From an optimization exercise on the open Yosys and OpenROAD flow, aimed at small area, a short achievable clock period and few clock cycles; shortcuts taken in it are not production practice. Function was checked by simulation only, so behaviour that the tests miss may differ from the original. No activity file was given, so power comes from the tool's default toggle rates.

==> amber <==
==> flow/design.v <==
module tans_enc (
    input  wire        clk,
    input  wire        rst,         
    input  wire        in_valid,
    output wire        in_ready,
    input  wire        in_init,     
    input  wire [7:0]  in_sym,
    input  wire [4:0]  in_lane,
    output wire        t_rd,
    output wire [7:0]  t_addr,
    input  wire [11:0] t_freq,
    input  wire [11:0] t_cum,
    output reg         w_valid,
    output wire [15:0] w_data,
    output wire        idle,
    output reg         sym_err,     
    output reg  [7:0]  err_sym,     
    input  wire [4:0]  x_lane,
    output wire [26:0] x_out
);
    localparam LOG2M = 11;
    localparam [26:0] M = 27'd1 << LOG2M;
    localparam integer S = 4;
    localparam R4 = 1;                
    function integer nb;
        input integer k;
        begin
            case (k)
            1: nb = 4;
            2: nb = 4;
            3: nb = 4;
            4: nb = 4;
            default: nb = 0;
            endcase
        end
    endfunction
    function [27:0] dstep;
        input [11:0] r;
        input [15:0] dq;
        input [11:0] f;
        reg   [12:0] t;
        reg   [13:0] d;
        begin
            t = {r, dq[15]};
            d = {1'b0, t} - {2'b00, f};
            if (!d[13]) dstep = {d[11:0], dq[14:0], 1'b1};
            else        dstep = {t[11:0], dq[14:0], 1'b0};
        end
    endfunction
    function [27:0] dstep4;
        input [11:0] r;
        input [15:0] dq;
        input [11:0] f;
        input [13:0] f3;
        reg   [13:0] t;
        reg   [14:0] d1, d2, d3;
        begin
            t  = {r, dq[15:14]};
            d1 = {1'b0, t} - {3'b000, f};
            d2 = {1'b0, t} - {2'b00, f, 1'b0};
            d3 = {1'b0, t} - {1'b0, f3};
            if (!d3[14])      dstep4 = {d3[11:0], dq[13:0], 2'b11};
            else if (!d2[14]) dstep4 = {d2[11:0], dq[13:0], 2'b10};
            else if (!d1[14]) dstep4 = {d1[11:0], dq[13:0], 2'b01};
            else              dstep4 = {t[11:0],  dq[13:0], 2'b00};
        end
    endfunction
    reg  [27*32-1:0] xs;                 
    reg        v1;
    reg [4:0]  lane1;
    reg [7:0]  sym1;
    reg [S:1]      vd;
    reg [5*S-1:0]  laned;
    reg [12*S-1:0] fd, cd, rd;
    reg [14*S-1:0] f3d;                  
    reg [16*S-1:0] dqd;
    reg            nw1;
    reg  busy;
    reg        wbv;
    reg [4:0]  wblane;
    reg [15:0] wbq;
    reg [11:0] wbr, wbc;
    reg hazard;
    integer k;
    always @* begin
        hazard = v1 && lane1 == in_lane;
        for (k = 1; k <= S; k = k + 1)
            hazard = hazard | (vd[k] && laned[5*(k-1) +: 5] == in_lane);
    end
    assign idle     = !busy;
    assign in_ready = in_init ? !busy : !hazard;
    wire   accept   = in_valid && in_ready;
    assign t_rd   = in_valid && !in_init;
    assign t_addr = in_sym;
    wire [4:0]  ra    = busy ? lane1 : x_lane;
    reg  [26:0] x_cur;
    integer n;
    always @* begin
        x_cur = 27'd0;
        for (n = 0; n < 32; n = n + 1)
            x_cur = x_cur | (xs[27*n +: 27] & {27{ra == n}});
    end
    assign x_out = x_cur;
    wire        f_ok   = t_freq != 12'd0;
    wire        need_w = {1'b0, x_cur[26:16]} >= t_freq;
    wire [26:0] x1     = {rd[10:0], dqd[15:0]};
    assign w_data = x1[15:0];
    wire [27:0] x_ren  = nw1 ? {17'd0, x1[26:16]} : {1'b0, x1};
    reg [28*S-1:0] dq_out;
    always @* begin : div
        reg [27:0] q;
        integer g;
        for (g = 1; g <= S; g = g + 1) begin
            q = (g == 1) ? x_ren : {rd[12*(g-1) +: 12], dqd[16*(g-1) +: 16]};
            if (R4) begin
                for (k = 0; k < nb(g) / 2; k = k + 1)
                    q = dstep4(q[27:16], q[15:0], fd[12*(g-1) +: 12], f3d[14*(g-1) +: 14]);
                if (nb(g) % 2)
                    q = dstep(q[27:16], q[15:0], fd[12*(g-1) +: 12]);
            end else begin
                for (k = 0; k < nb(g); k = k + 1)
                    q = dstep(q[27:16], q[15:0], fd[12*(g-1) +: 12]);
            end
            dq_out[28*(g-1) +: 28] = q;
        end
    end
    wire [27:0] qs    = dq_out[28*(S-1) +: 28];
    always @(posedge clk) begin
        lane1 <= in_lane;
        sym1  <= in_sym;
        laned <= {laned[5*(S-1)-1:0], lane1};
        fd    <= {fd[12*(S-1)-1:0], t_freq};
        cd    <= {cd[12*(S-1)-1:0], 1'b0, t_cum[10:0]};
        f3d   <= {f3d[14*(S-1)-1:0], 1'b0, {1'b0, t_freq} + {t_freq, 1'b0}};
        for (k = 1; k < S; k = k + 1) begin
            rd[12*k +: 12]  <= {1'b0, dq_out[28*(k-1) + 16 +: 11]};
            dqd[16*k +: 16] <= dq_out[28*(k-1) +: 16];
        end
        rd[11:0]  <= {1'b0, x_cur[26:16]};
        dqd[15:0] <= x_cur[15:0];
        nw1       <= need_w;
        wblane    <= laned[5*(S-1) +: 5];
        wbq       <= qs[15:0];
        wbr       <= {1'b0, qs[26:16]};
        wbc       <= cd[12*(S-1) +: 12];
        if (rst) begin
            v1      <= 1'b0;
            vd      <= {S{1'b0}};
            busy    <= 1'b0;
            wbv     <= 1'b0;
            w_valid <= 1'b0;
            sym_err <= 1'b0;
            err_sym <= 8'd0;
        end else begin
            v1 <= accept && !in_init;
            vd <= {vd[S-1:1], v1 && f_ok};
            wbv  <= vd[S];
            busy <= (accept && !in_init) || (v1 && f_ok) || (|vd);
            w_valid <= v1 && f_ok && need_w;
            if (v1 && !f_ok && !sym_err) begin
                sym_err <= 1'b1;
                err_sym <= sym1;
            end
            if (accept && in_init) begin
                sym_err <= 1'b0;
                err_sym <= 8'd0;
            end
        end
    end
    wire        init_we = !rst && accept && in_init;
    wire        upd_we  = !rst && wbv;
    wire [10:0] x_lo    = wbc[10:0] + wbr[10:0];
    wire [26:0] x_new   = {wbq, x_lo};
    wire [26:0] wbus    = init_we ? M : x_new;
    genvar j;
    generate
        for (j = 0; j < 32; j = j + 1) begin : lanes
            always @(posedge clk)
                if (init_we || (upd_we && wblane == j))
                    xs[27*j +: 27] <= wbus;
        end
    endgenerate
endmodule
==> flow/run.sh <==
#!/bin/bash
# synth_recipe.tcl (not shown) runs the flow's synth.tcl, then flattens the netlist and writes it again
# the make line also repeats each setting of config.mk as NAME=value (left out here)
make -C /OpenROAD-flow-scripts/flow DESIGN_CONFIG=/design/flow/config.mk WORK_HOME=/design/flow/orfs CLKGATE_MAP_FILE= SYNTH_SCRIPT=/design/flow/synth_recipe.tcl finish
==> flow/config.mk <==
export PLATFORM = sky130hd
export DESIGN_NAME = tans_enc
export DESIGN_NICKNAME = tans_enc
export VERILOG_FILES = /design/flow/design.v
export SDC_FILE = /design/flow/constraint.sdc
export NUM_CORES = 4
export LEC_CHECK = 0
export CAP_MARGIN = 20
export CORE_MARGIN = 2
export CORE_UTILIZATION = 40
export CTS_CLUSTER_DIAMETER = 120
export CTS_CLUSTER_SIZE = 22
export SETUP_SLACK_MARGIN = 3.5
export SLEW_MARGIN = 20
export TNS_END_PERCENT = 10
==> flow/constraint.sdc <==
create_clock -name core_clock -period 10.0 [get_ports {clk}]
set_input_delay 2.0000 -clock core_clock [delete_from_list [all_inputs] [get_ports {clk}]]
set_output_delay 2.0000 -clock core_clock [all_outputs]
set_load 0.01 [all_outputs]
==> maple (differences from amber) <==
--- a/flow/design.v
+++ b/flow/design.v
@@ -130,10 +130,10 @@
         sym1  <= in_sym;
         laned <= {laned[5*(S-1)-1:0], lane1};
         fd    <= {fd[12*(S-1)-1:0], t_freq};
-        cd    <= {cd[12*(S-1)-1:0], 1'b0, t_cum[10:0]};
-        f3d   <= {f3d[14*(S-1)-1:0], 1'b0, {1'b0, t_freq} + {t_freq, 1'b0}};
+        cd    <= {cd[12*(S-1)-1:0], t_cum};
+        f3d   <= {f3d[14*(S-1)-1:0], {2'b00, t_freq} + {1'b0, t_freq, 1'b0}};
         for (k = 1; k < S; k = k + 1) begin
-            rd[12*k +: 12]  <= {1'b0, dq_out[28*(k-1) + 16 +: 11]};
+            rd[12*k +: 12]  <= dq_out[28*(k-1) + 16 +: 12];
             dqd[16*k +: 16] <= dq_out[28*(k-1) +: 16];
         end
         rd[11:0]  <= {1'b0, x_cur[26:16]};
@@ -141,7 +141,7 @@
         nw1       <= need_w;
         wblane    <= laned[5*(S-1) +: 5];
         wbq       <= qs[15:0];
-        wbr       <= {1'b0, qs[26:16]};
+        wbr       <= qs[27:16];
         wbc       <= cd[12*(S-1) +: 12];
         if (rst) begin
             v1      <= 1'b0;
@@ -169,8 +169,7 @@
     end
     wire        init_we = !rst && accept && in_init;
     wire        upd_we  = !rst && wbv;
-    wire [10:0] x_lo    = wbc[10:0] + wbr[10:0];
-    wire [26:0] x_new   = {wbq, x_lo};
+    wire [26:0] x_new   = {wbq, 11'd0} + {15'd0, wbc} + {15'd0, wbr};
     wire [26:0] wbus    = init_we ? M : x_new;
     genvar j;
     generate
CTS_CLUSTER_SIZE = 26   (was 22)
TNS_END_PERCENT = not set   (was 10)
==> harbor (differences from amber) <==
TNS_END_PERCENT = not set   (was 10)
==> notes.md <==
Final cell count: harbor < amber < maple.
The highest routed wire length belongs to maple, the lowest to harbor.
In harbor the clock skew is lower than in maple, by 0.036 ns.
In amber the sequential power is smaller than in maple, by 8.3%.
Hold slack, lowest first: harbor, maple, amber.
In sequential cell count, harbor and amber do not differ.
Clock power is about the same in amber and harbor.
The highest global-route usage belongs to maple, the lowest to amber.
The highest utilization belongs to harbor, the lowest to maple.
Testbench counts of amber, summed over its fixed seeds: cycles 5,190.
Testbench counts of maple, summed over its fixed seeds: cycles 5,190.
Testbench counts of harbor, summed over its fixed seeds: cycles 5,190.

## port drivers added, routing unchanged
The flow's constraints put no driver on any port. The routed layouts listed below were extracted and timed again, unchanged, in two steps.
Step 1 assumes that a clkbuf_16 drives the clock port and a buf_2 every other input.
Step 2 adds t to the input delays and takes it off the output delays; t is the mean of the earliest and latest rising clock arrival at the registers after step 1. Input paths then give back, and output paths get back, about the clock's delay inside the block.
a / b / c = ideal ports / drivers / drivers and shift; a / b = the first two.
run | shift t [ns] | setup WS [ns] | clock arrival spread, ns | slew at the worst register clock pin (ns)
amber | 0.792 | 3.440 / 3.289 / 3.289 | 0.058 / 0.058 | 0.10 / 0.10
maple | 0.785 | 3.456 / 3.471 / 2.689 | 0.091 / 0.091 | 0.12 / 0.12
harbor | 0.788 | 3.509 / 3.346 / 3.346 | 0.056 / 0.056 | 0.10 / 0.10
After both steps setup and hold are still met in every run listed. The setup slack of maple, which loses most, moves by +0.015 ns with the drivers and by -0.767 ns with both steps.
